This design comes from an exercise in tuning for small area on the open sky130 flow, not from production work. Where RTL was checked, it was by simulation tests only, not by an equivalence proof against the original. Power figures rest on the tool's default switching activity, not on a simulated workload.

oak:
==> module juu_alu, before the edit <==
module juu_alu (
    input  wire [15:0] a,
    input  wire [15:0] b,
    input  wire [2:0]  op,
    input  wire        cin,
    output wire [15:0] r1
);
    wire op1 = (op == 3'd1);
    wire op2 = (op == 3'd2);
    wire op3 = (op == 3'd3);
    wire [15:0] t = a ^ b;
    wire [15:0] n = a & b;
    wire [15:0] o = a | b;
    wire [15:0] g = ({16{op3}} & n) | ({16{op1}} & a & t) | ({16{op2}} & b & t);
    reg  [15:0] p;
    always @(*) begin
        case (op)
            3'd1, 3'd2: p = ~t;
            3'd3, 3'd4: p = t;
            3'd5:       p = o;
            3'd6:       p = n;
            3'd7:       p = 16'hFFFF;
            default:    p = 16'h0000;
        endcase
    end
    reg [16:0] gg, pp;
    integer l, i;
    always @(*) begin
        gg = {g, cin};
        pp = {p, 1'b0};
        for (l = 0; l < 5; l = l + 1)
            for (i = (2 << l) - 1; i < 17; i = i + (2 << l)) begin
                gg[i] = gg[i] | (pp[i] & gg[i - (1 << l)]);
                pp[i] = pp[i] & pp[i - (1 << l)];
            end
        for (l = 3; l >= 0; l = l - 1)
            for (i = 3 * (1 << l) - 1; i < 17; i = i + (2 << l)) begin
                gg[i] = gg[i] | (pp[i] & gg[i - (1 << l)]);
                pp[i] = pp[i] & pp[i - (1 << l)];
            end
    end
    assign r1 = p ^ gg[15:0];
endmodule
export LEC_CHECK = 0
export CAP_MARGIN = 20
export CORE_MARGIN = 2
export CORE_UTILIZATION = 40
export PLACE_DENSITY = 0.6
export SLEW_MARGIN = 20
create_clock -name core_clock -period 8.5 [get_ports {clk}]
run.sh (not shown) runs the stock make flow with config.mk's settings and CLKGATE_MAP_FILE= SYNTH_SCRIPT=/design/flow/synth_recipe.tcl, a recipe that flattens the netlist after the stock synthesis.
For pine, these inputs were changed with respect to oak:
diff --git a/flow/design.v b/flow/design.v
--- a/flow/design.v
+++ b/flow/design.v
@@ -2,28 +2,23 @@
     input  wire [15:0] a,
     input  wire [15:0] b,
     input  wire [2:0]  op,
     input  wire        cin,
     output wire [15:0] r1
 );
-    wire op1 = (op == 3'd1);
-    wire op2 = (op == 3'd2);
-    wire op3 = (op == 3'd3);
-    wire [15:0] t = a ^ b;
-    wire [15:0] n = a & b;
-    wire [15:0] o = a | b;
-    wire [15:0] g = ({16{op3}} & n) | ({16{op1}} & a & t) | ({16{op2}} & b & t);
-    reg  [15:0] p;
+    reg [15:0] p, g;
     always @(*) begin
         case (op)
-            3'd1, 3'd2: p = ~t;
-            3'd3, 3'd4: p = t;
-            3'd5:       p = o;
-            3'd6:       p = n;
-            3'd7:       p = 16'hFFFF;
-            default:    p = 16'h0000;
+            3'd1:    begin p = ~(a ^ b); g = a & ~b; end
+            3'd2:    begin p = ~(a ^ b); g = ~a & b; end
+            3'd3:    begin p = a ^ b;    g = a & b;  end
+            3'd4:    begin p = a ^ b;    g = 16'h0000; end
+            3'd5:    begin p = a | b;    g = 16'h0000; end
+            3'd6:    begin p = a & b;    g = 16'h0000; end
+            3'd7:    begin p = 16'hFFFF; g = 16'h0000; end
+            default: begin p = 16'h0000; g = 16'h0000; end
         endcase
     end
     reg [16:0] gg, pp;
     integer l, i;
     always @(*) begin
         gg = {g, cin};
[summary]
- oak has lower non-clock buffer instance count of the final layout than pine.
- Between pine and oak, insertion delay of the later-clocked pin in the worst-skew pair is higher for oak, pine comes in under that.
- Layout multi-input combinational cell count across pine and oak: no real change.
- On layout overhead on the synthesized area: between pine and oak, it ends up lower for pine.
- Die area (pine over oak): increase, about 2.7%
- Mux cell area share after synthesis in pine is 1.1 points below oak.
- pine and oak ended up with nearly the same power attributed to the clock group.
- On overall die height, the higher figure sits with pine, not oak.
- Post-detailed-placement cell area (higher): pine
- Mean number of vias per cell sits higher in pine than in oak.
- After detailed routing, oak needs more wire than pine.
- Proportion of power drawn by combinational gates, pine and oak, higher one = oak.
- Beginning of the critical path = cw[18]: oak; beginning of the critical path = cw[17]: pine
- [pine vs oak] fraction of power consumed by the clock network: higher in pine
Only the layout flow was run in pine; the RTL was not checked for function there.

## static timing again, ports no longer ideal
The flow's constraints put no driver on any port. The routed layouts listed below were extracted and timed again, unchanged, in two steps.
Step 1: set_driving_cell puts a clkbuf_16 on clk and a buf_2 on each other input, an assumption about the parent block.
Step 2 also shifts input and output timing later by t, the mid clock arrival at the registers, as if the neighbouring blocks saw the same clock.
Three values: ideal, step 1, step 2; two values: the first two.
run | shift t [ns] | setup slack, ns | latest minus earliest clock arrival (ns) | worst slew at a driven data input, ns | pins driven straight from the clock port
oak | 0.617 | 0.311 / 0.283 / 0.283 | 0.011 / 0.011 | 0.05 | 1
pine | 0.595 | 0.402 / 0.376 / 0.376 | 0.013 / 0.013 | 0.06 | 1
After both steps setup and hold are still met in every run listed. For oak, which loses most, drivers alone change the setup slack by -0.028 ns; drivers and shift together by -0.028 ns.
